This is an optimization exercise on Yosys and OpenROAD, whose aim is a short achievable clock period and few clock cycles, not a production implementation.
Function was checked by simulation only, so behaviour that the tests miss may differ from the original.
Power is estimated from default activity; no workload was simulated.

==> flow/design.v (outline; a module is shown in full before it is edited, if it fits) <==
// module lima_vm_imul: 27 lines
// module lima_vm_idiv: 72 lines
// module lima_vm_fpu: 244 lines
// module lima_vm_csa32s: 3855 lines
// module lima_vm_csa24u: 2127 lines
// module lima_vm: 645 lines
module lima_vm (
    input  wire        clk,
    input  wire        rst,           
    input  wire [15:0] entry,         
    output reg         mem_valid,
    output reg         mem_we,
    output reg  [15:0] mem_addr,
    output reg  [31:0] mem_wdata,
    input  wire        mem_ready,
    input  wire [31:0] mem_rdata,
    output wire        in_req,
    output wire        in_float,
    input  wire        in_valid,
    input  wire        in_fail,
    input  wire [31:0] in_data,
    output wire        out_valid,
    output wire        out_float,
    output wire [31:0] out_data,
    input  wire        out_ready,
    output wire        halted,
    output wire [2:0]  err_code,
    output wire [15:0] ip,
    output wire [3:0]  flags,         
    output wire [31:0] r0,
    output wire [31:0] r1
);
  // ...
==> flow/run.sh <==
#!/bin/bash
# synth_recipe.tcl (not shown) runs the flow's synth.tcl, then flattens the netlist and writes it again
# the make line also repeats each setting of config.mk as NAME=value (left out here)
make -C /OpenROAD-flow-scripts/flow DESIGN_CONFIG=/design/flow/config.mk WORK_HOME=/design/flow/orfs CLKGATE_MAP_FILE= SYNTH_SCRIPT=/design/flow/synth_recipe.tcl finish
==> flow/config.mk <==
export PLATFORM = sky130hd
export DESIGN_NAME = lima_vm
export DESIGN_NICKNAME = lima_vm
export VERILOG_FILES = /design/flow/design.v
export SDC_FILE = /design/flow/constraint.sdc
export NUM_CORES = 4
export LEC_CHECK = 0
export ABC_CLOCK_PERIOD_IN_PS = 5000
export CAP_MARGIN = 20
export CORE_MARGIN = 2
export CORE_UTILIZATION = 30
export PLACE_DENSITY = 0.55
export SLEW_MARGIN = 20
==> flow/constraint.sdc <==
create_clock -name core_clock -period 22.0 [get_ports {clk}]
set_input_delay 4.4000 -clock core_clock [delete_from_list [all_inputs] [get_ports {clk}]]
set_output_delay 4.4000 -clock core_clock [all_outputs]
set_load 0.01 [all_outputs]
==> results_dict.tcl, run 1 <==
set metrics [dict create \
    timing.final.crit_share 0.4193 \
    ys_async_sr_fraction 0 \
    design.seq.count 1953 \
    p_clk_mw 4.09 \
    post-route-util 0.3349 \
    layout_common_cells "inv_1, nor2_1, nand2_1" \
    synth_top_area_frac 0.2694 \
    synth-compound-area-share 0.1632 \
    diodes 63 \
    synth_top_family_by_area "adder cells" \
    nets 23530 \
    ys_ff_latch 1953 \
    setup_viol 0 \
    yosys.area.top_type "edfxtp_1" \
    drc 0 \
    buffer_area_frac 0.03106 \
    status "no timing/DRC/antenna violations" \
    path_class "reg -> reg" \
    place_inst 29190 \
    layout_top_registers "s_res x126, fb x64, s_addr x64" \
    max_flop_register "s_res" \
    critical_path.endpoint "pw1_addr[14]" \
    layout-drive-gt1-share 0.06799 \
    gr-usage-met1 0.3312 \
    gr-usage-met3 0.06045 \
    clk_pin_slew_worst_paths_ps 60 \
]
Testbench counts, summed over its fixed seeds: cycles 139,694.
==> module lima_vm_idiv, before the edit <==
module lima_vm_idiv (
    input  wire        clk,
    input  wire        rst,
    input  wire        start,
    input  wire [31:0] a,
    input  wire [31:0] b,
    output wire        done,
    output wire [31:0] q
);
    function [5:0] clz32(input [31:0] v);
        integer i;
        begin
            clz32 = 6'd32;
            for (i = 0; i < 32; i = i + 1)
                if (v[i]) clz32 = 6'd31 - i[5:0];
        end
    endfunction
    reg        a_v;
    reg [31:0] am, bm;
    reg        neg;
    reg        busy;
    reg [4:0]  cnt;
    reg [31:0] rem, quo, d1;
    reg [33:0] d3;
    reg        fin;
    wire [5:0]  za = clz32(am);
    wire [5:0]  zb = clz32(bm);
    wire [5:0]  nq = zb - za + 6'd1;            
    wire [5:0]  ns = nq + {5'd0, nq[0]};        
    wire        lt = am < bm;
    wire [63:0] sh = {32'd0, am} << (6'd32 - ns);
    wire [33:0] rs  = {rem, quo[31:30]};
    wire [34:0] t1 = {1'b0, rs} - {3'b000, d1};
    wire [34:0] t2 = {1'b0, rs} - {2'b00, d1, 1'b0};
    wire [34:0] t3 = {1'b0, rs} - {1'b0, d3};
    wire [1:0]  dg = !t3[34] ? 2'd3 : !t2[34] ? 2'd2 : !t1[34] ? 2'd1 : 2'd0;
    wire [31:0] rn = !t3[34] ? t3[31:0] : !t2[34] ? t2[31:0] : !t1[34] ? t1[31:0] : rs[31:0];
    assign done = fin;
    assign q = neg ? (~quo + 32'd1) : quo;
    always @(posedge clk) begin
        if (rst) begin
            a_v  <= 1'b0;
            busy <= 1'b0;
            fin  <= 1'b0;
        end else begin
            a_v <= start;
            fin <= 1'b0;
            begin
                am  <= a[31] ? (~a + 32'd1) : a;
                bm  <= b[31] ? (~b + 32'd1) : b;
            end
            if (start) neg <= a[31] ^ b[31];
            if (a_v) begin
                d1  <= bm;
                d3  <= {2'b00, bm} + {1'b0, bm, 1'b0};
                rem <= sh[63:32];
                quo <= lt ? 32'd0 : sh[31:0];
                cnt <= ns[5:1];
                if (lt) fin <= 1'b1;
                else busy <= 1'b1;
            end else if (busy) begin
                rem <= rn;
                quo <= {quo[29:0], dg};
                cnt <= cnt - 5'd1;
                if (cnt == 5'd1) begin
                    busy <= 1'b0;
                    fin  <= 1'b1;
                end
            end
        end
    end
endmodule
==> module lima_vm_fpu, before the edit <==
module lima_vm_fpu (
    input  wire        clk,
    input  wire        rst,
    input  wire        start,
    input  wire [1:0]  op,
    input  wire [31:0] a,
    input  wire [31:0] b,
    output reg         done,
    output reg  [31:0] res,
    output reg         fl_s,
    output reg         fl_z
);
    localparam [31:0] QNAN = 32'h7FC00000;
    wire        sa = a[31];
    wire        sb = b[31] ^ (op == 2'd1);
    wire [7:0]  xa = a[30:23];
    wire [7:0]  xb = b[30:23];
    wire [22:0] fa = a[22:0];
    wire [22:0] fb = b[22:0];
    wire a_nan  = (xa == 8'hFF) && (fa != 0);
    wire b_nan  = (xb == 8'hFF) && (fb != 0);
    wire a_inf  = (xa == 8'hFF) && (fa == 0);
    wire b_inf  = (xb == 8'hFF) && (fb == 0);
    wire a_zero = (xa == 8'h00) && (fa == 0);
    wire b_zero = (xb == 8'h00) && (fb == 0);
    wire [23:0] ma = {xa != 8'h00, fa};
    wire [23:0] mb = {xb != 8'h00, fb};
    wire [9:0]  ea = (xa == 8'h00) ? 10'd1 : {2'b00, xa};
    wire [9:0]  eb = (xb == 8'h00) ? 10'd1 : {2'b00, xb};
    wire        a_big  = a[30:0] >= b[30:0];
    wire [23:0] m_big  = a_big ? ma : mb;
    wire [23:0] m_sml  = a_big ? mb : ma;
    wire [9:0]  e_big  = a_big ? ea : eb;
    wire [9:0]  e_sml  = a_big ? eb : ea;
    wire        s_big  = a_big ? sa : sb;
    wire        s_sml  = a_big ? sb : sa;
    wire [47:0] ps, pc;
    lima_vm_csa24u u_csa (.a(ma), .b(mb), .s(ps), .c(pc));
    reg [4:0] lza, lzb;
    integer   n;
    always @* begin
        lza = 5'd0;
        lzb = 5'd0;
        for (n = 0; n < 24; n = n + 1) begin
            if (ma[n]) lza = 5'd23 - n[4:0];
            if (mb[n]) lzb = 5'd23 - n[4:0];
        end
    end
    reg        sp_v;
    reg [31:0] sp_r;
    always @* begin
        sp_v = 1'b1;
        sp_r = QNAN;
        case (op)
            2'd0, 2'd1: begin
                if (a_nan || b_nan || (a_inf && b_inf && (sa != sb))) sp_r = QNAN;
                else if (a_inf) sp_r = {sa, 8'hFF, 23'd0};
                else if (b_inf) sp_r = {sb, 8'hFF, 23'd0};
                else sp_v = 1'b0;
            end
            2'd2: begin
                if (a_nan || b_nan || (a_inf && b_zero) || (a_zero && b_inf)) sp_r = QNAN;
                else if (a_inf || b_inf) sp_r = {sa ^ sb, 8'hFF, 23'd0};
                else if (a_zero || b_zero) sp_r = {sa ^ sb, 31'd0};
                else sp_v = 1'b0;
            end
            default: begin
                if (a_nan || b_nan || (a_inf && b_inf)) sp_r = QNAN;
                else if (a_inf) sp_r = {sa ^ sb, 8'hFF, 23'd0};
                else if (b_inf || a_zero) sp_r = {sa ^ sb, 31'd0};
                else sp_v = 1'b0;
            end
        endcase
    end
    reg         s1_v, s1_mul, s1_spv, s1_zs;
    reg  [31:0] s1_sp;
    reg  [23:0] s1_mbig, s1_msml;
    reg  [9:0]  s1_ebig, s1_ediff;
    reg         s1_sub, s1_sign;
    reg  [47:0] s1_ps, s1_pc;
    reg  [10:0] s1_mexp;
    wire [26:0] sml_ext = {s1_msml, 3'b000};
    reg  [26:0] sml_al;
    integer     k;
    always @* begin
        if (s1_ediff >= 10'd27) begin
            sml_al = {26'd0, |s1_msml};
        end else begin
            sml_al = sml_ext >> s1_ediff;
            for (k = 0; k < 27; k = k + 1)
                if (k < s1_ediff && sml_ext[k])
                    sml_al[0] = 1'b1;
        end
    end
    wire [27:0] add_sum = s1_sub ? ({1'b0, s1_mbig, 3'b000} - {1'b0, sml_al})
                                 : ({1'b0, s1_mbig, 3'b000} + {1'b0, sml_al});
    wire [47:0] prod = s1_ps + s1_pc;
    wire [10:0] s2_exp_in = s1_mul ? s1_mexp : {1'b0, s1_ebig} + 11'd1;
    reg         s2_v, s2_spv, s2_sign;
    reg  [31:0] s2_sp;
    reg  [47:0] s2_val;
    reg  [10:0] s2_exp, s2_ome;      
    reg [5:0] lz;
    integer   i;
    always @* begin
        lz = 6'd48;
        for (i = 0; i < 48; i = i + 1)
            if (s2_val[i]) lz = 6'd47 - i[5:0];
    end
    wire [47:0] nrm = s2_val << lz;
    wire [10:0] n_exp = s2_exp - {5'd0, lz};
    wire [10:0] n_dsh = s2_ome + {5'd0, lz};
    reg         s3_v, s3_spv, s3_sign, s3_den, s3_ovf;
    reg  [31:0] s3_sp;
    reg  [26:0] s3_sig;
    reg  [7:0]  s3_field;
    reg  [4:0]  s3_dsh;
    reg        div_busy, div_setup, div_fin;
    reg [3:0]  div_cnt;
    reg [24:0] div_rem;
    reg [23:0] div_dvs;
    reg [25:0] div_dvs3;
    reg [27:0] div_quo;
    reg [10:0] div_exp, div_ome;
    reg        div_sign;
    wire [25:0] du  = {div_rem, 1'b0};
    wire [26:0] dt1 = {1'b0, du} - {3'b000, div_dvs};
    wire [26:0] dt2 = {1'b0, du} - {2'b00, div_dvs, 1'b0};
    wire [26:0] dt3 = {1'b0, du} - {1'b0, div_dvs3};
    wire [1:0]  dq  = !dt3[26] ? 2'd3 : !dt2[26] ? 2'd2 : !dt1[26] ? 2'd1 : 2'd0;
    wire [25:0] dr  = !dt3[26] ? dt3[25:0] : !dt2[26] ? dt2[25:0] : !dt1[26] ? dt1[25:0] : du;
    wire [26:0] div_sig = div_quo[27] ? {div_quo[27:2], div_quo[1] | div_quo[0] | (div_rem != 0)}
                                      : {div_quo[26:1], div_quo[0] | (div_rem != 0)};
    wire [10:0] div_e   = div_quo[27] ? div_exp : div_exp - 11'd1;
    wire [10:0] div_dsh = div_quo[27] ? div_ome : div_ome + 11'd1;
    reg  [26:0] den_sig;
    integer     m;
    always @* begin
        if (s3_den) begin
            den_sig = s3_sig >> s3_dsh;
            for (m = 0; m < 27; m = m + 1)
                if (m < s3_dsh && s3_sig[m])
                    den_sig[0] = 1'b1;
        end else begin
            den_sig = s3_sig;
        end
    end
    wire        rnd_g   = den_sig[2];
    wire        rnd_rs  = den_sig[1] | den_sig[0];
    wire        rnd_inc = rnd_g & (rnd_rs | den_sig[3]);
    wire [30:0] rnd_mag = {s3_field, den_sig[25:3]} + {30'd0, rnd_inc};
    wire [31:0] rnd_out = s3_ovf ? {s3_sign, 8'hFF, 23'd0} : {s3_sign, rnd_mag};
    wire [31:0] s4_res  = s3_spv ? s3_sp : rnd_out;
    wire        s4_nan  = (s4_res[30:23] == 8'hFF) && (s4_res[22:0] != 0);
    wire        s4_z    = (s4_res[30:0] == 31'd0);
    always @(posedge clk) begin
        if (rst) begin
            s1_v <= 1'b0; s2_v <= 1'b0; s3_v <= 1'b0; done <= 1'b0;
            div_busy <= 1'b0; div_setup <= 1'b0; div_fin <= 1'b0;
        end else begin
            s1_v <= start && (op != 2'd3 || sp_v);
            begin
                s1_mul   <= op[1];
                s1_spv   <= sp_v;
                s1_sp    <= sp_r;
                s1_zs    <= sa & sb;
                s1_mbig  <= m_big;
                s1_msml  <= m_sml;
                s1_ebig  <= e_big;
                s1_ediff <= e_big - e_sml;
                s1_sub   <= s_big ^ s_sml;
                s1_sign  <= op[1] ? (sa ^ sb) : s_big;
                s1_ps    <= ps;
                s1_pc    <= pc;
                s1_mexp  <= {1'b0, ea} + {1'b0, eb} - 11'd126;
            end
            s2_v <= s1_v;
            begin
                s2_sign <= s1_sign;
                if (s1_spv) begin
                    s2_spv <= 1'b1;
                    s2_sp  <= s1_sp;
                end else if (!s1_mul && add_sum == 28'd0) begin
                    s2_spv <= 1'b1;
                    s2_sp  <= {s1_zs, 31'd0};
                end else begin
                    s2_spv <= 1'b0;
                    s2_sp  <= s1_sp;
                end
                s2_val <= s1_mul ? prod : {add_sum, 20'd0};
                s2_exp <= s2_exp_in;
                s2_ome <= 11'd1 - s2_exp_in;
            end
            s3_v <= s2_v | div_fin;
            if (div_fin) begin
                s3_spv   <= 1'b0;
                s3_sign  <= div_sign;
                s3_sig   <= div_sig;
                s3_field <= (!div_dsh[10] && div_dsh != 11'd0) ? 8'd0 : div_e[7:0];
                s3_den   <= !div_dsh[10] && (div_dsh != 11'd0);
                s3_dsh   <= (!div_dsh[10] && div_dsh >= 11'd27) ? 5'd27 : div_dsh[4:0];
                s3_ovf   <= !div_e[10] && (div_e >= 11'd255);
            end else begin
                s3_spv   <= s2_spv;
                s3_sp    <= s2_sp;
                s3_sign  <= s2_sign;
                s3_sig   <= {nrm[47:22], |nrm[21:0]};
                s3_field <= (!n_dsh[10] && n_dsh != 11'd0) ? 8'd0 : n_exp[7:0];
                s3_den   <= !n_dsh[10] && (n_dsh != 11'd0);
                s3_dsh   <= (!n_dsh[10] && n_dsh >= 11'd27) ? 5'd27 : n_dsh[4:0];
                s3_ovf   <= !n_exp[10] && (n_exp >= 11'd255);
            end
            done <= s3_v;
            begin
                res  <= s4_res;
                fl_s <= s4_res[31] && !s4_nan && !s4_z;
                fl_z <= s4_z;
            end
            div_fin   <= 1'b0;
            div_setup <= 1'b0;
            if (start && op == 2'd3 && !sp_v) begin
                div_setup <= 1'b1;
                div_rem   <= {1'b0, ma << lza};
                div_dvs   <= mb << lzb;
                div_quo   <= 28'd0;
                div_exp   <= {1'b0, ea} - {1'b0, eb} - {6'd0, lza} + {6'd0, lzb} + 11'd127;
                div_sign  <= sa ^ sb;
            end else if (div_setup) begin
                div_dvs3 <= {2'b00, div_dvs} + {1'b0, div_dvs, 1'b0};
                div_ome  <= 11'd1 - div_exp;
                div_busy <= 1'b1;
                div_cnt  <= 4'd13;
            end else if (div_busy) begin
                div_quo <= {div_quo[25:0], dq};
                div_rem <= {dr[23:0], 1'b0};
                div_cnt <= div_cnt - 4'd1;
                if (div_cnt == 4'd0) begin
                    div_busy <= 1'b0;
                    div_fin  <= 1'b1;
                end
            end
        end
    end
endmodule
==> run 2: changes to the inputs <==
--- a/flow/design.v
+++ b/flow/design.v
@@ -60,21 +60,17 @@
     wire [34:0] t1 = {1'b0, rs} - {3'b000, d1};
     wire [34:0] t2 = {1'b0, rs} - {2'b00, d1, 1'b0};
     wire [34:0] t3 = {1'b0, rs} - {1'b0, d3};
     wire [1:0]  dg = !t3[34] ? 2'd3 : !t2[34] ? 2'd2 : !t1[34] ? 2'd1 : 2'd0;
     wire [31:0] rn = !t3[34] ? t3[31:0] : !t2[34] ? t2[31:0] : !t1[34] ? t1[31:0] : rs[31:0];
     assign done = fin;
     assign q = neg ? (~quo + 32'd1) : quo;
     always @(posedge clk) begin
-        if (rst) begin
-            a_v  <= 1'b0;
-            busy <= 1'b0;
-            fin  <= 1'b0;
-        end else begin
+        begin
             a_v <= start;
             fin <= 1'b0;
             begin
                 am  <= a[31] ? (~a + 32'd1) : a;
                 bm  <= b[31] ? (~b + 32'd1) : b;
             end
             if (start) neg <= a[31] ^ b[31];
             if (a_v) begin
@@ -90,16 +86,21 @@
                 quo <= {quo[29:0], dg};
                 cnt <= cnt - 5'd1;
                 if (cnt == 5'd1) begin
                     busy <= 1'b0;
                     fin  <= 1'b1;
                 end
             end
         end
+        if (rst) begin
+            a_v  <= 1'b0;
+            busy <= 1'b0;
+            fin  <= 1'b0;
+        end
     end
 endmodule
 module lima_vm_fpu (
     input  wire        clk,
     input  wire        rst,
     input  wire        start,
     input  wire [1:0]  op,
     input  wire [31:0] a,
@@ -173,16 +174,19 @@
     end
     reg         s1_v, s1_mul, s1_spv, s1_zs;
     reg  [31:0] s1_sp;
     reg  [23:0] s1_mbig, s1_msml;
     reg  [9:0]  s1_ebig, s1_ediff;
     reg         s1_sub, s1_sign;
     reg  [47:0] s1_ps, s1_pc;
     reg  [10:0] s1_mexp;
+    reg         s1_div, s1_dsign;
+    reg  [23:0] s1_dma, s1_dmb;
+    reg  [10:0] s1_dexp;
     wire [26:0] sml_ext = {s1_msml, 3'b000};
     reg  [26:0] sml_al;
     integer     k;
     always @* begin
         if (s1_ediff >= 10'd27) begin
             sml_al = {26'd0, |s1_msml};
         end else begin
             sml_al = sml_ext >> s1_ediff;
@@ -248,20 +252,17 @@
     wire        rnd_rs  = den_sig[1] | den_sig[0];
     wire        rnd_inc = rnd_g & (rnd_rs | den_sig[3]);
     wire [30:0] rnd_mag = {s3_field, den_sig[25:3]} + {30'd0, rnd_inc};
     wire [31:0] rnd_out = s3_ovf ? {s3_sign, 8'hFF, 23'd0} : {s3_sign, rnd_mag};
     wire [31:0] s4_res  = s3_spv ? s3_sp : rnd_out;
     wire        s4_nan  = (s4_res[30:23] == 8'hFF) && (s4_res[22:0] != 0);
     wire        s4_z    = (s4_res[30:0] == 31'd0);
     always @(posedge clk) begin
-        if (rst) begin
-            s1_v <= 1'b0; s2_v <= 1'b0; s3_v <= 1'b0; done <= 1'b0;
-            div_busy <= 1'b0; div_setup <= 1'b0; div_fin <= 1'b0;
-        end else begin
+        begin
             s1_v <= start && (op != 2'd3 || sp_v);
             begin
                 s1_mul   <= op[1];
                 s1_spv   <= sp_v;
                 s1_sp    <= sp_r;
                 s1_zs    <= sa & sb;
                 s1_mbig  <= m_big;
                 s1_msml  <= m_sml;
@@ -312,38 +313,45 @@
             done <= s3_v;
             begin
                 res  <= s4_res;
                 fl_s <= s4_res[31] && !s4_nan && !s4_z;
                 fl_z <= s4_z;
             end
             div_fin   <= 1'b0;
             div_setup <= 1'b0;
-            if (start && op == 2'd3 && !sp_v) begin
-                div_setup <= 1'b1;
-                div_rem   <= {1'b0, ma << lza};
-                div_dvs   <= mb << lzb;
-                div_quo   <= 28'd0;
-                div_exp   <= {1'b0, ea} - {1'b0, eb} - {6'd0, lza} + {6'd0, lzb} + 11'd127;
-                div_sign  <= sa ^ sb;
-            end else if (div_setup) begin
-                div_dvs3 <= {2'b00, div_dvs} + {1'b0, div_dvs, 1'b0};
-                div_ome  <= 11'd1 - div_exp;
+            s1_div   <= start && op == 2'd3 && !sp_v;
+            s1_dma   <= ma << lza;
+            s1_dmb   <= mb << lzb;
+            s1_dexp  <= {1'b0, ea} - {1'b0, eb} - {6'd0, lza} + {6'd0, lzb} + 11'd127;
+            s1_dsign <= sa ^ sb;
+            if (s1_div) begin
+                div_rem  <= {1'b0, s1_dma};
+                div_dvs  <= s1_dmb;
+                div_dvs3 <= {2'b00, s1_dmb} + {1'b0, s1_dmb, 1'b0};
+                div_quo  <= 28'd0;
+                div_exp  <= s1_dexp;
+                div_ome  <= 11'd1 - s1_dexp;
+                div_sign <= s1_dsign;
                 div_busy <= 1'b1;
                 div_cnt  <= 4'd13;
             end else if (div_busy) begin
                 div_quo <= {div_quo[25:0], dq};
                 div_rem <= {dr[23:0], 1'b0};
                 div_cnt <= div_cnt - 4'd1;
                 if (div_cnt == 4'd0) begin
                     div_busy <= 1'b0;
                     div_fin  <= 1'b1;
                 end
             end
         end
+        if (rst) begin
+            s1_v <= 1'b0; s2_v <= 1'b0; s3_v <= 1'b0; done <= 1'b0;
+            div_busy <= 1'b0; div_setup <= 1'b0; div_fin <= 1'b0; s1_div <= 1'b0;
+        end
     end
 endmodule
 module lima_vm_csa32s (
     input  wire [31:0] a,
     input  wire [31:0] b,
     output wire [63:0] s,
     output wire [63:0] c
 );
@@ -6389,16 +6397,17 @@
     reg         pw_valid, pw1_valid;
     reg  [15:0] pw_addr, pw1_addr;
     reg  [31:0] pw_data, pw1_data;
     reg  [7:0]  fb [0:7];
     reg  [3:0]  fcnt;
     reg  [15:0] dip;           
     reg  [16:0] fnext;         
     reg         f_realign;     
+    reg         f_stale;       
     wire [31:0] ir  = {fb[3], fb[2], fb[1], fb[0]};
     wire [7:0]  opc = ir[31:24];
     wire [1:0]  bb  = ir[23:22];
     wire [11:0] a1  = ir[21:10];
     wire [9:0]  a2  = ir[9:0];
     wire [2:0]  ri  = a1[2:0];
     wire [2:0]  si  = a2[2:0];
     wire d_m2   = (opc == OP_IADD) || (opc == OP_ISUB) || (opc == OP_IMUL) || (opc == OP_IDIV) ||
@@ -6462,19 +6471,23 @@
     reg  [3:0]  s_busy, s_hold, s_nofl;
     reg  [15:0] s_addr [0:3];
     reg  [31:0] s_res  [0:3];
     reg  [3:0]  s_fs, s_fv, s_fz;
     reg  [3:0]  s_older [0:3];       
     reg         yf_v;                
     reg  [1:0]  yf_slot;
     wire        bk_busy = |s_busy;
+    reg         ex_v;
+    reg  [7:0]  ex_op;
+    reg  [15:0] ex_ip, ex_addr;
+    reg  [31:0] ex_a, ex_b;
     wire x_busy    = (xs != X_IDLE);
     wire x_xwriter = x_busy && (x_kind == K_LOAD || x_kind == K_RR);
-    wire x_fwriter = (x_busy && (x_kind == K_M2 || x_kind == K_RR)) || yf_v;
+    wire x_fwriter = (x_busy && (x_kind == K_M2 || x_kind == K_RR)) || ex_v || yf_v;
     wire d_uses_x  = (bb != 2'b00) && (d_m2 || d_in || d_out || d_jmp);
     wire d_fetch_oob = dip > 16'hFFFC;
     wire d_have    = (fcnt >= 4'd4) || d_fetch_oob;
     wire halting   = (xs == X_ERR) || (xs == X_HALT);
     wire pk_xw     = (pk_valid && (pk_kind == K_LOAD || pk_kind == K_RR)) ||
                      (pq_valid && (pq_kind == K_LOAD || pq_kind == K_RR));
     wire pk_fw     = (pk_valid && (pk_kind == K_M2 || pk_kind == K_RR)) ||
                      (pq_valid && (pq_kind == K_M2 || pq_kind == K_RR));
@@ -6524,219 +6537,230 @@
         end
         if (d_err) begin d_kind = K_ERR; d_writes = 1'b0; end
     end
     wire [11:0] dipb    = dip[15:4];
     wire [11:0] dipb_p1 = dipb + 12'd1;
     wire [11:0] dipb_m1 = dipb - 12'd1;
     wire        d_near  = (d_wa[15:4] == dipb) || (d_wa[15:4] == dipb_p1) || (d_wa[15:4] == dipb_m1);
     wire        d_flush = d_writes && d_near;
-    wire        is_sub_op = (x_op == OP_ISUB) || (x_op == OP_SUBR);
+    wire        is_sub_op = (x_op == OP_SUBR);
     wire [31:0] xr_x = x_d ? x1 : x0;
     wire [31:0] xs_x = x_s ? x1 : x0;
-    wire [31:0] ia = (x_kind == K_RR) ? xr_x : w1;
-    wire [31:0] ib = (x_kind == K_RR) ? xs_x : w2;
+    wire [31:0] ia = xr_x;
+    wire [31:0] ib = xs_x;
     wire [31:0] isum  = ia + ib;
     wire [31:0] idiff = ia - ib;
     wire [31:0] ires  = is_sub_op ? idiff : isum;
     wire        add_v = (!ia[31] && ia != 0 && !ib[31] && ib != 0 && isum[31]) ||
                         (ia[31] && ib[31] && !isum[31] && isum != 0);
     wire        sub_v = (!ia[31] && ia != 0 && ib[31] && idiff[31]) ||
                         (ia[31] && !ib[31] && ib != 0 && !idiff[31] && idiff != 0);
     wire        sub_c = ia < ib;
     wire        iv    = is_sub_op ? sub_v : add_v;
     wire        ic    = is_sub_op ? sub_c : isum[31];
+    wire        e_sub   = (ex_op == OP_ISUB);
+    wire [31:0] esum    = ex_a + ex_b;
+    wire [31:0] ediff   = ex_a - ex_b;
+    wire [31:0] eres    = e_sub ? ediff : esum;
+    wire        e_add_v = (!ex_a[31] && ex_a != 0 && !ex_b[31] && ex_b != 0 && esum[31]) ||
+                          (ex_a[31] && ex_b[31] && !esum[31] && esum != 0);
+    wire        e_sub_v = (!ex_a[31] && ex_a != 0 && ex_b[31] && ediff[31]) ||
+                          (ex_a[31] && !ex_b[31] && ex_b != 0 && !ediff[31] && ediff != 0);
+    wire        e_v     = e_sub ? e_sub_v : e_add_v;
+    wire        e_c     = e_sub ? (ex_a < ex_b) : esum[31];
     wire        mul_done, div_done, fpu0_done, fpu1_done;
     wire [3:0]  u_done = {fpu1_done, fpu0_done, div_done, mul_done};
-    wire        w2_zero  = (w2 == 32'd0);
-    wire        w2_fzero = (w2[30:0] == 31'd0);
-    wire        x_single = (x_op == OP_IADD) || (x_op == OP_ISUB);
-    wire        x_zdiv   = (x_op == OP_IDIV && w2_zero) || (x_op == OP_RDIV && w2_fzero);
+    wire        ex_single = (ex_op == OP_IADD) || (ex_op == OP_ISUB);
+    wire        ex_mayfail = (ex_op == OP_IDIV) || (ex_op == OP_RDIV);
+    wire        ex_zdiv  = (ex_op == OP_IDIV && ex_b == 32'd0) ||
+                           (ex_op == OP_RDIV && ex_b[30:0] == 31'd0);
+    wire        ex_fault = ex_v && ex_zdiv;
     wire        pw_slot  = !pw1_valid;   
     wire [3:0]  s_rdy    = s_busy & (s_hold | u_done);
     wire [3:0]  s_commit = !pw_slot ? 4'd0 :
                            s_rdy[0] ? 4'b0001 : s_rdy[1] ? 4'b0010 :
                            s_rdy[2] ? 4'b0100 : s_rdy[3] ? 4'b1000 : 4'b0000;
     wire        bk_pw    = |s_commit;
     wire [1:0]  c_slot   = s_commit[1] ? 2'd1 : s_commit[2] ? 2'd2 : s_commit[3] ? 2'd3 : 2'd0;
     wire [3:0]  s_free   = ~s_busy | s_commit;
-    wire        x_fp     = x_op[5];
-    wire [1:0]  x_slot   = (x_op == OP_IMUL) ? 2'd0 : (x_op == OP_IDIV) ? 2'd1 :
+    wire [1:0]  ex_slot  = (ex_op == OP_IMUL) ? 2'd0 : (ex_op == OP_IDIV) ? 2'd1 :
                            s_free[2] ? 2'd2 : 2'd3;
-    wire        ex_go    = (xs == X_EX) && !x_single && !x_zdiv && s_free[x_slot];
-    wire [3:0]  s_start  = ex_go ? (4'b0001 << x_slot) : 4'b0000;
+    wire        ex_pw    = ex_v && ex_single && pw_slot && !bk_pw;
+    wire        ex_go    = ex_v && !ex_single && !ex_zdiv && s_free[ex_slot];
+    wire        ex_free  = !ex_v || ex_pw || ex_go;
+    wire [3:0]  s_start  = ex_go ? (4'b0001 << ex_slot) : 4'b0000;
     wire [3:0]  u_start  = stall ? 4'b0000 : s_start;    
     wire        ex_start = ex_go;
     wire        mul_ovf;
     wire [31:0] mul_res;
     lima_vm_imul u_imul (
         .clk(clk), .rst(rst), .start(u_start[0]),
-        .a(w1), .b(w2), .done(mul_done), .res(mul_res), .ovf(mul_ovf)
+        .a(ex_a), .b(ex_b), .done(mul_done), .res(mul_res), .ovf(mul_ovf)
     );
     wire [31:0] div_q;
     lima_vm_idiv u_idiv (
         .clk(clk), .rst(rst), .start(u_start[1]),
-        .a(w1), .b(w2), .done(div_done), .q(div_q)
+        .a(ex_a), .b(ex_b), .done(div_done), .q(div_q)
     );
     wire [31:0] fpu0_res, fpu1_res;
     wire        fpu0_s, fpu0_z, fpu1_s, fpu1_z;
     lima_vm_fpu u_fpu0 (
         .clk(clk), .rst(rst), .start(u_start[2]),
-        .op(x_op[1:0] - 2'd1), .a(w1), .b(w2), .done(fpu0_done), .res(fpu0_res),
+        .op(ex_op[1:0] - 2'd1), .a(ex_a), .b(ex_b), .done(fpu0_done), .res(fpu0_res),
         .fl_s(fpu0_s), .fl_z(fpu0_z)
     );
     lima_vm_fpu u_fpu1 (
         .clk(clk), .rst(rst), .start(u_start[3]),
-        .op(x_op[1:0] - 2'd1), .a(w1), .b(w2), .done(fpu1_done), .res(fpu1_res),
+        .op(ex_op[1:0] - 2'd1), .a(ex_a), .b(ex_b), .done(fpu1_done), .res(fpu1_res),
         .fl_s(fpu1_s), .fl_z(fpu1_z)
     );
     wire [31:0] u_res [0:3];
     assign u_res[0] = mul_res;
     assign u_res[1] = div_q;
     assign u_res[2] = fpu0_res;
     assign u_res[3] = fpu1_res;
     wire [3:0]  u_s = {fpu1_s, fpu0_s, div_q[31], mul_res[31]};
     wire [3:0]  u_z = {fpu1_z, fpu0_z, div_q == 32'd0, mul_res == 32'd0};
     wire [3:0]  u_v = {3'b000, mul_ovf};
     wire [31:0] c_res = s_hold[c_slot] ? s_res[c_slot] : u_res[c_slot];
     wire        c_fs  = s_hold[c_slot] ? s_fs[c_slot]  : u_s[c_slot];
     wire        c_fv  = s_hold[c_slot] ? s_fv[c_slot]  : u_v[c_slot];
     wire        c_fz  = s_hold[c_slot] ? s_fz[c_slot]  : u_z[c_slot];
-    wire        bk_busy_n = ex_start || bk_busy;
-    wire        pk_ov1 = (ex_start && ovl(pk_ea1, ea1)) ||
+    wire        x_hand = (ex_free && !ex_fault) &&
+                         ((xs == X_RD2 && xrd_done) || xs == X_EX);
+    wire        e_busy_n = x_hand || ex_v;      
+    wire        e_fail_n = x_hand ? ((x_op == OP_IDIV) || (x_op == OP_RDIV)) : (ex_v && ex_mayfail);
+    wire        bk_busy_n = e_busy_n || bk_busy || ex_go;
+    wire        pk_ov1 = (x_hand && ovl(pk_ea1, ea1)) || (ex_v && ovl(pk_ea1, ex_addr)) ||
                          (s_busy[0] && ovl(pk_ea1, s_addr[0])) || (s_busy[1] && ovl(pk_ea1, s_addr[1])) ||
                          (s_busy[2] && ovl(pk_ea1, s_addr[2])) || (s_busy[3] && ovl(pk_ea1, s_addr[3]));
-    wire        pk_ov2 = (ex_start && ovl(pk_ea2, ea1)) ||
+    wire        pk_ov2 = (x_hand && ovl(pk_ea2, ea1)) || (ex_v && ovl(pk_ea2, ex_addr)) ||
                          (s_busy[0] && ovl(pk_ea2, s_addr[0])) || (s_busy[1] && ovl(pk_ea2, s_addr[1])) ||
                          (s_busy[2] && ovl(pk_ea2, s_addr[2])) || (s_busy[3] && ovl(pk_ea2, s_addr[3]));
-    wire        pk_ok_bk = (pk_kind == K_ERR) || (pk_kind == K_RR) ||
-                           (!pk_ov1 && !(pk_kind == K_M2 && pk_ov2));
+    wire        pk_ok_bk = (pk_kind == K_ERR) ||
+                           ((pk_kind == K_RR) ? !e_busy_n :
+                            (!pk_ov1 && !(pk_kind == K_M2 && pk_ov2) &&
+                             !(e_fail_n && pk_kind != K_M2)));
     reg  [3:0]  xs_n;
     reg         pw_make;        
     reg  [31:0] pw_mdata;
     reg  [15:0] pw_maddr;
     reg         f_set;          
     reg         nfs, nfv, nfz, nfc;
     reg         to_pw;          
     reg  [31:0] to_res;
     reg         x_fail;
     reg  [2:0]  x_fcode;
     reg         x_fin;
     always @* begin
         xs_n = xs; x_take = 1'b0; pw_make = 1'b0; pw_mdata = res; pw_maddr = ea1;
-        f_set = 1'b0; nfs = rs_; nfv = rv_; nfz = rz_; nfc = rc_;
+        f_set = 1'b0; nfs = eres[31]; nfv = e_v; nfz = (eres == 32'd0); nfc = e_c;
         to_pw = 1'b0; to_res = res; x_fail = 1'b0; x_fcode = E_DIV; x_fin = 1'b0;
         case (xs)
             X_IDLE: x_fin = 1'b1;
             X_RD1: if (xrd_done) xs_n = X_RD2;
-            X_RD2: if (xrd_done) xs_n = X_EX;
-            X_EX: begin
-                if (x_single) begin
-                    nfs = ires[31]; nfz = (ires == 32'd0); nfc = ic; nfv = iv;
-                    if (bk_pw) begin
-                    end else if (pw_slot) begin
-                        pw_make = 1'b1; pw_mdata = ires; f_set = 1'b1; x_fin = 1'b1;
-                    end else begin
-                        to_pw = 1'b1; to_res = ires; xs_n = X_PW;
-                    end
-                end else if (x_zdiv) begin
-                    x_fail = 1'b1; x_fcode = E_DIV;
-                end else if (s_free[x_slot]) begin
-                    x_fin = 1'b1;
-                end
-            end
+            X_RD2: if (xrd_done) begin
+                       if (x_hand) x_fin = 1'b1;
+                       else        xs_n = X_EX;
+                   end
+            X_EX:  if (x_hand) x_fin = 1'b1;
             X_PW: begin
-                if (pw_slot && !bk_pw) begin
-                    pw_make = 1'b1; pw_mdata = res; f_set = r_setf; x_fin = 1'b1;
+                if (pw_slot && !bk_pw && !ex_pw) begin
+                    pw_make = 1'b1; pw_mdata = res; x_fin = 1'b1;
                 end
             end
             X_ST: begin
-                if (pw_slot && !bk_pw) begin
+                if (pw_slot && !bk_pw && !ex_pw) begin
                     pw_make = 1'b1; pw_mdata = xs_x; x_fin = 1'b1;
                 end
             end
             X_LD:  if (xrd_done) x_fin = 1'b1;
             X_ORD: if (xrd_done) x_fin = 1'b1;
             X_IN:  if (in_valid) xs_n = X_IN2;
             X_IN2: begin
                 if (in_fail_q) begin
                     x_fail = 1'b1; x_fcode = E_IO;
                 end else if (ea1 > 16'hFFFC) begin
                     x_fail = 1'b1; x_fcode = E_OOB;
-                end else if (pw_slot && !bk_pw) begin
+                end else if (pw_slot && !bk_pw && !ex_pw) begin
                     pw_make = 1'b1; pw_mdata = in_data_q; x_fin = 1'b1;
                 end else begin
                     to_pw = 1'b1; to_res = in_data_q; xs_n = X_PW;
                 end
             end
             X_RR: x_fin = 1'b1;
-            X_ERR: if (!pw_valid && !mem_valid && !bk_busy && !out_pend) xs_n = X_HALT;
+            X_ERR: if (!pw_valid && !mem_valid && !bk_busy && !ex_v && !out_pend) xs_n = X_HALT;
             default: xs_n = X_HALT;
         endcase
         if (x_fail) xs_n = X_ERR;
         if (bk_pw) begin
             pw_make = 1'b1; pw_maddr = s_addr[c_slot];
             pw_mdata = c_res;
+        end else if (ex_pw) begin
+            pw_make = 1'b1; pw_maddr = ex_addr;
+            pw_mdata = eres; f_set = 1'b1;
         end
-        if (x_fin) begin
+        if (x_fin && !ex_fault) begin
             xs_n = X_IDLE;
             if (pk_valid && (!bk_busy_n || pk_ok_bk) && !(pk_kind == K_OUT && (out_pend || xs == X_ORD))) begin
                 x_take = 1'b1;
                 case (pk_kind)
                     K_ERR:   xs_n = X_ERR;
                     K_M2:    xs_n = X_RD1;
                     K_LOAD:  xs_n = X_LD;
                     K_STORE: xs_n = X_ST;
                     K_RR:    xs_n = X_RR;
                     K_IN:    xs_n = X_IN;
                     default: xs_n = X_ORD;
                 endcase
             end
         end
+        if (ex_fault) xs_n = X_ERR;
     end
     reg         x_rd_n;
     reg  [15:0] x_addr_n;
     reg         x_wait_pw;
     wire        ov_pk1_pw = (pw_valid && ovl(pk_ea1, pw_addr)) || (pw1_valid && ovl(pk_ea1, pw1_addr));
     wire        ov_e1_pw  = (pw_valid && ovl(ea1, pw_addr))    || (pw1_valid && ovl(ea1, pw1_addr));
     wire        ov_e2_pw  = (pw_valid && ovl(ea2, pw_addr))    || (pw1_valid && ovl(ea2, pw1_addr));
     wire        ov_pk1_e1 = ovl(pk_ea1, ea1);
     wire        ov_e2_e1  = ovl(ea2, ea1);
     always @* begin
         x_rd_n = 1'b0; x_addr_n = ea1; x_wait_pw = 1'b0;
         if (x_take) begin
             x_rd_n   = (pk_kind == K_M2) || (pk_kind == K_LOAD) || (pk_kind == K_OUT);
             x_addr_n = pk_ea1;
             x_wait_pw = (pw_valid && ov_pk1_pw) ||
-                        (pw_make && !bk_pw && ov_pk1_e1);
-        end else if (xs_n == X_RD2) begin
+                        (pw_make && !bk_pw && !ex_pw && ov_pk1_e1);
+        end else if ((xs == X_RD1 && xrd_done) || (xs == X_RD2 && !xrd_done)) begin
             x_rd_n   = 1'b1;
             x_addr_n = ea2;
             x_wait_pw = (pw_valid && ov_e2_pw) ||
-                        (pw_make && !bk_pw && ov_e2_e1);
-        end else if (xs_n == X_RD1 || xs_n == X_LD || xs_n == X_ORD) begin
+                        (pw_make && !bk_pw && !ex_pw && ov_e2_e1);
+        end else if ((xs == X_RD1 || xs == X_LD || xs == X_ORD) && !xrd_done) begin
             x_rd_n   = 1'b1;
             x_addr_n = ea1;
             x_wait_pw = (pw_valid && ov_e1_pw) || pw_make;
         end
     end
     wire        x_wr_pend = x_busy && !halting && (x_kind == K_M2 || x_kind == K_STORE || x_kind == K_IN);
     wire        f_realign_n = (fnext > 17'hFFFC);
     wire [15:0] fa  = f_realign_n ? dip : fnext[15:0];
     wire        f_blk = (pw_valid && ovl(fa, pw_addr)) || (pw1_valid && ovl(fa, pw1_addr)) ||
                         (s_busy[0] && ovl(fa, s_addr[0])) || (s_busy[1] && ovl(fa, s_addr[1])) ||
                         (s_busy[2] && ovl(fa, s_addr[2])) || (s_busy[3] && ovl(fa, s_addr[3])) ||
-                        (x_wr_pend && ovl(fa, ea1)) ||
+                        (x_wr_pend && ovl(fa, ea1)) || (ex_v && ovl(fa, ex_addr)) ||
                         (pq_valid && (pq_kind == K_M2 || pq_kind == K_STORE || pq_kind == K_IN) &&
                          ovl(fa, pq_ea1)) ||
                         (pk_valid && (pk_kind == K_M2 || pk_kind == K_STORE || pk_kind == K_IN) &&
                          ovl(fa, pk_ea1));
     wire        f_inflight = mem_valid && (p_tag == P_FETCH);
     wire        dec_flush  = dec_fire && (d_redirect || d_flush);
-    wire        fetch_ok = !halting && !dec_stop && !f_inflight && !dec_flush && !f_blk &&
+    wire        fetch_ok = !halting && !dec_stop && !f_inflight && !f_blk &&
                            (fcnt <= 4'd4) &&
                            (f_realign_n ? (fcnt < 4'd4 && !d_fetch_oob) : 1'b1);
     wire        w_need   = (|s_rdy) || (xs == X_PW) || (xs == X_ST) || (xs == X_IN) ||
                            (xs == X_IN2) || (xs == X_EX) || halting;
     reg [1:0]  np_tag;
     reg [15:0] np_addr;
     always @* begin
         np_tag = 2'd0; np_addr = pw_addr;
@@ -6754,29 +6778,17 @@
     assign in_req    = (xs == X_IN);
     assign in_float  = x_op[5];
     assign out_valid = out_pend;
     assign out_float = out_fl;
     assign out_data  = out_q;
     integer k;
     reg [3:0] fc1;
     always @(posedge clk) begin
-        if (rst) begin
-            x0 <= 32'd0; x1 <= 32'd0;
-            fs <= 1'b0; fv <= 1'b0; fz <= 1'b0; fc <= 1'b0;
-            err <= 1'b0; err_q <= 3'd0; ip_q <= entry;
-            mem_valid <= 1'b0; mem_we <= 1'b0; p_tag <= 2'd0;
-            pw_valid <= 1'b0; pw1_valid <= 1'b0;
-            fcnt <= 4'd0; dip <= entry; fnext <= {1'b0, entry};
-            f_realign <= 1'b0;
-            pk_valid <= 1'b0; pq_valid <= 1'b0; dec_stop <= 1'b0;
-            xs <= X_IDLE; x_kind <= K_ERR;
-            s_busy <= 4'd0; s_hold <= 4'd0; s_nofl <= 4'd0; yf_v <= 1'b0;
-            out_pend <= 1'b0;
-        end else begin
+        begin
             if (out_ready) out_pend <= 1'b0;
             if (stall) begin
                 for (k = 0; k < 4; k = k + 1)
                     if (s_busy[k] && !s_hold[k] && u_done[k]) begin
                         s_hold[k] <= 1'b1;
                         s_res[k]  <= u_res[k];
                         s_fs[k] <= u_s[k]; s_fv[k] <= u_v[k]; s_fz[k] <= u_z[k];
                     end
@@ -6786,17 +6798,20 @@
                     in_data_q <= in_data;
                 end
             end else begin
                 mem_valid <= (np_tag != 2'd0);
                 mem_we    <= (np_tag == P_WR);
                 mem_addr  <= np_addr;
                 p_tag     <= np_tag;
                 if (np_tag == P_WR) mem_wdata <= pw_data;
-                if (np_tag == P_FETCH) f_realign <= f_realign_n;
+                if (np_tag == P_FETCH) begin
+                    f_realign <= f_realign_n;
+                    f_stale   <= dec_flush;
+                end
                 if (np_tag == P_WR) begin
                     pw_valid  <= pw1_valid | pw_make;
                     pw1_valid <= pw1_valid & pw_make;
                     if (pw1_valid) begin
                         pw_addr <= pw1_addr;
                         pw_data <= pw1_data;
                         if (pw_make) begin
                             pw1_addr <= pw_maddr;
@@ -6815,17 +6830,17 @@
                         pw_valid <= 1'b1;
                         pw_addr  <= pw_maddr;
                         pw_data  <= pw_mdata;
                     end
                 end
                 fc1 = (dec_fire && fcnt != 4'd0) ? fcnt - 4'd1 : fcnt;
                 if (dec_fire)
                     for (k = 0; k < 7; k = k + 1) fb[k] <= fb[k + 1];
-                if (fetch_done) begin
+                if (fetch_done && !f_stale) begin
                     if (f_realign) begin
                         fb[0] <= mem_rdata[7:0];   fb[1] <= mem_rdata[15:8];
                         fb[2] <= mem_rdata[23:16]; fb[3] <= mem_rdata[31:24];
                     end else begin
                         for (k = 0; k < 8; k = k + 1) begin
                             if (k == fc1)     fb[k] <= mem_rdata[7:0];
                             if (k == fc1 + 1) fb[k] <= mem_rdata[15:8];
                             if (k == fc1 + 2) fb[k] <= mem_rdata[23:16];
@@ -6840,17 +6855,17 @@
                     fcnt  <= 4'd0;
                     fnext <= {1'b0, d_ea1} + 17'd1;
                 end else if (dec_fire && d_flush) begin
                     dip   <= dip + 16'd1;
                     fcnt  <= 4'd0;
                     fnext <= {1'b0, dip} + 17'd1;
                 end else begin
                     if (dec_fire) dip <= dip + 16'd1;
-                    if (fetch_done) begin
+                    if (fetch_done && !f_stale) begin
                         fcnt  <= f_realign ? 4'd4 : fc1 + 4'd4;
                         fnext <= f_realign ? {1'b0, dip} + 17'd4 : fnext + 17'd4;
                     end else begin
                         fcnt <= fc1;
                     end
                 end
                 if (dec_fire && !d_nopk && (x_take || !pk_valid)) begin
                     pk_valid <= 1'b1;
@@ -6888,17 +6903,17 @@
                 end
                 xs <= xs_n;
                 for (k = 0; k < 4; k = k + 1) begin
                     if (!s_start[k]) s_older[k] <= s_older[k] & ~s_start;
                     if (s_start[k]) begin
                         s_busy[k]  <= 1'b1;
                         s_hold[k]  <= 1'b0;
                         s_nofl[k]  <= 1'b0;
-                        s_addr[k]  <= ea1;
+                        s_addr[k]  <= ex_addr;
                         s_older[k] <= s_busy & ~s_commit;
                     end else if (s_commit[k]) begin
                         s_busy[k] <= 1'b0;
                         s_hold[k] <= 1'b0;
                     end else if (s_busy[k] && !s_hold[k] && u_done[k]) begin
                         s_hold[k] <= 1'b1;
                         s_res[k]  <= u_res[k];
                         s_fs[k] <= u_s[k]; s_fv[k] <= u_v[k]; s_fz[k] <= u_z[k];
@@ -6932,17 +6947,17 @@
                     fs <= c_fs; fv <= c_fv; fz <= c_fz; fc <= 1'b0;
                 end
                 for (k = 0; k < 4; k = k + 1) begin
                     if (s_busy[k] && ((f_set || (xs == X_RR && x_op != OP_MOVR)) ||
                                       (bk_pw && s_older[c_slot][k])))
                         s_nofl[k] <= 1'b1;
                 end
                 if (ex_start) begin
-                    yf_v <= 1'b1; yf_slot <= x_slot;
+                    yf_v <= 1'b1; yf_slot <= ex_slot;
                 end else if (f_set || (xs == X_RR && x_op != OP_MOVR) ||
                              (bk_pw && yf_slot == c_slot)) begin
                     yf_v <= 1'b0;
                 end
                 if (xs == X_RR) begin
                     if (x_op == OP_MOVR) begin
                         if (x_d) x1 <= xs_x; else x0 <= xs_x;
                     end else begin
@@ -6954,17 +6969,45 @@
                     fs <= nfs; fv <= nfv; fz <= nfz; fc <= nfc;
                 end
                 if (to_pw) begin
                     res <= to_res;
                     rs_ <= nfs; rv_ <= nfv; rz_ <= nfz; rc_ <= nfc;
                     r_setf <= (x_kind == K_M2);
                 end
                 if (x_fail) x_code <= x_fcode;
+                if (x_hand) begin
+                    ex_v    <= 1'b1;
+                    ex_op   <= x_op;
+                    ex_ip   <= x_ip;
+                    ex_addr <= ea1;
+                    ex_a    <= w1;
+                    ex_b    <= (xs == X_RD2) ? mem_rdata : w2;
+                end else if (ex_pw || ex_go || ex_fault) begin
+                    ex_v    <= 1'b0;
+                end
+                if (ex_fault) begin
+                    x_code <= E_DIV;
+                    x_ip   <= ex_ip;
+                end
                 if (xs == X_ERR && xs_n == X_HALT) begin
                     err   <= 1'b1;
                     err_q <= x_code;
                     ip_q  <= x_ip;
                 end
             end
         end
+        if (rst) begin
+            x0 <= 32'd0; x1 <= 32'd0;
+            fs <= 1'b0; fv <= 1'b0; fz <= 1'b0; fc <= 1'b0;
+            err <= 1'b0; err_q <= 3'd0; ip_q <= entry;
+            mem_valid <= 1'b0; mem_we <= 1'b0; p_tag <= 2'd0;
+            pw_valid <= 1'b0; pw1_valid <= 1'b0;
+            fcnt <= 4'd0; dip <= entry; fnext <= {1'b0, entry};
+            f_realign <= 1'b0; f_stale <= 1'b0;
+            pk_valid <= 1'b0; pq_valid <= 1'b0; dec_stop <= 1'b0;
+            xs <= X_IDLE; x_kind <= K_ERR;
+            s_busy <= 4'd0; s_hold <= 4'd0; s_nofl <= 4'd0; yf_v <= 1'b0;
+            out_pend <= 1'b0;
+            ex_v <= 1'b0;
+        end
     end
 endmodule
==> results_dict.tcl, run 2 <==
set metrics [dict create \
    ir_drop_mv 0.08213 \
    setup_tns_ps 0 \
    place_congestion 0.9727 \
    cpMostUsedCell "buf_4" \
    mostFrequentLayoutCell "inv_1" \
    tightest_slew_ps 1271 \
    critPathLaunch "ex_op[0]" \
    endpoint_kind "flip-flop" \
    place_ws_ps 13210 \
    p_per_area_mw_per_mm2 86.67 \
    status "no timing/DRC/antenna violations" \
    drc 0 \
    grt_pass1_vias 159300 \
    io_pins 260 \
    synth.avg_cell_area_sq_um 8.908 \
    syn_area_sq_mm 0.1891 \
    cts_sinks 2064 \
    synth_edf_count 1259 \
    layout-drive-gt1-share 0.07227 \
    post_cts_resized 0 \
    synthTopCellsByArea "edfxtp_1, fa_1, dfxtp_1" \
    drtIter0Drc 19510 \
    clk_pin_slew_worst_paths_ps 70 \
    placementRows 291 \
    grtUsageTotal 0.2471 \
    io_buffers 259 \
    fin_cells 29820 \
    wl_met2_um 344500 \
    synth_top_area_frac 0.1999 \
    ys_types 113 \
    yosysWarningCount 8 \
    holdCritStartpoint "u_fpu0.res[15]" \
    routed_wirelength_um 816800 \
    syn_nets 23710 \
    post-route-util 0.3363 \
    power_leakage_nw 87.89 \
    hold_buffers 0 \
    grt_pass1_wl_um 1158000 \
    cp.required_ps 22670 \
    rsz0062_at_grt "false" \
    drt-pass1-iter-count 7 \
    critical-path-slowest-cell "a2111oi_1" \
    slew_headroom 0.1464 \
    cts_tree "built" \
    layout_top_registers "s_res x126, fb x64, s_addr x64" \
    insertion_delay_ps 1040 \
    fmax_mhz 110.9 \
    routed.top_layer "met5" \
    drtAntennaViolNets 0 \
    setup_viol 0 \
    hold_path.class "reg -> reg" \
    area_delta_synth_final_pct 11.68 \
    critical_path.cell_chain "inv_1 -> ha_1 -> nand2_1 -> nor3_1 -> nor3_1 -> a2111oi_1 -> o21a_1 -> nor3_2 -> buf_4 -> nor2_1 -> nand4_1 -> and4b_1 -> mux2i_1 -> nand4_1 -> o31ai_1 -> a31oi_1 -> o31ai_4 -> buf_4 -> nor4_4 -> buf_4 -> mux2_2" \
    ys_seq_area_frac 0.2851 \
    power.total_mw 18.30 \
    grt_max_degree 106 \
    ys_async_sr_fraction 0 \
    layout_common_cells "inv_1, nor2_1, nand2_1" \
    synth_ff_type "edfxtp_1" \
    ys_ff_latch 2064 \
    cp-start-kind "flip-flop" \
    met1_length_um 348200 \
    worst-path-max-fanout 38 \
    ctsLongestPathBuffers 4 \
    gr-total-overflow 0 \
    timing.final.crit_share 0.4098 \
    cts_root_buf "clkbuf_16" \
    largest_reg_flops 126 \
    wl_met3_um 79320 \
    start_util 0.3011 \
    critPathBufInv 4 \
    h-tree-depth 4 \
    post_cts_buffers 0 \
    place_inst 29320 \
    setup_ws_ps 12980 \
    hpwl_um 613900 \
    finalCriticalPeriod_ps 9015 \
    yosys.area.top_type "edfxtp_1" \
    r2r_start "ex_op[0]" \
    hold_viol 0 \
    synth_cells 21230 \
    wl_per_cell_um 27.39 \
    max_flop_register "s_res" \
    core_area_sq_mm 0.6281 \
    via_count 166400 \
    report.final.slew_viol_count 0 \
    die_h_um 798.0 \
    skew_ps 140.4 \
    dieArea_sq_mm 0.6367 \
    die_x_um 798.0 \
    max-cap-violations 0 \
    antenna_found_initial 83 \
    cp.arrival_ps 9680 \
    path_class "reg -> reg" \
    synth_common_cells "inv_1, nor2_1, nand2_1" \
    max_stage_delay_ps 980 \
    crit_family "simple AND/OR/NAND/NOR gates" \
    cts_buffers 237 \
    yosysMostFrequentCell "inv_1" \
    vias_per_cell 5.582 \
    nets 23690 \
]
run 2: metrics by stage:
stage | hold slack [ps] | cell area [sq um]
global route | 351.0 | 211100
floorplan | 309.6 | 189100
global placement | 310.3 | 202500
CTS | 325.2 | 211000
finish | 341.0 | 211200
detailed placement | 330.2 | 202600
run 2: final timing paths:
path | to | slack [ps] | depth (start not counted)
setup reg to reg | pw_data[22] | 12980 | 21
setup / recovery | pw_data[22] | 12980 | 21
hold reg to reg | s_res[2][15] | 340 | 0
hold / removal | s_res[2][15] | 340 | 0
run 2: final cells by class:
cell class              count  area (sq um)
clock buffers             328          6870
inverters                2540          9543
repair buffers            758          6385
multi-input cells       15610        122400
fillers                 64770        416900
clock inverters           119          1510
diodes                     46         115.1
flip-flops and latches   2064         53950
well taps                8350         10450
run 2: layer usage:
layer,up-vias,global-route usage
met3,1560,0.04825
li1,74150,-
met4,22,0.1091
met5,-,0
met2,8312,0.3719
met1,82390,0.3429
run 2: worst register-to-register path, delay by kind of cell, from the launching register on:
| kind | cells | cell delay, ps |
|---|---|---|
| adder cells (fa/ha/maj) | 1 | 410 |
| AND/OR/NAND/NOR | 9 | 3420 |
| buffers and inverters | 4 | 1250 |
| multiplexers | 2 | 650 |
| AO/OA/AOI/OAI | 5 | 2450 |
| flip-flops | 1 | 480 |
run 2: where the power goes:
| group | leakage, nW | internal, mW | switching (mW) |
|---|---|---|---|
| logic | 65.6 | 3.11 | 5.62 |
| clock network | 4.06 | 2.44 | 1.85 |
| registers | 18.2 | 4.74 | 0.539 |
| total | 87.9 | 10.3 | 8.01 |
run 2: kinds of logic after synthesis:
group,Yosys count,synth area share
compound gates,4778,0.1621
simple gates,6287,0.1617
fa+ha+maj,2392,0.2062
buf+inv,3554,0.07102
flops,2064,0.2851
xor+xnor,1098,0.05085
mux,1057,0.06293
Testbench counts of run 2, summed over its fixed seeds: cycles 135,603.

what the ideal ports hide:
How much do the figures lean on ideal ports? The routed layouts below were timed once more, with nothing changed but the port constraints. Step 1: set_driving_cell puts a clkbuf_16 on clk and a buf_2 on each other input, an assumption about the parent block. Step 2 times the ports against the registers' clock, not the clock port: input delays grow and output delays shrink by t, the midpoint of the rising clock arrivals with the driver on. a / b / c = ideal / step 1 / step 2; a / b = the first two.
run	t, ns	setup slack, ns	worst setup path at the end	worst data-port slew with drivers (ns)
run 1	1.105	12.774 / 12.774 / 12.766	input to register	0.29
run 2	1.088	12.985 / 12.985 / 12.985	register to register	0.09
After both steps setup and hold are still met in every run listed. The setup slack of run 1, which loses most, moves by 0.000 ns with the drivers and by -0.008 ns with both steps.
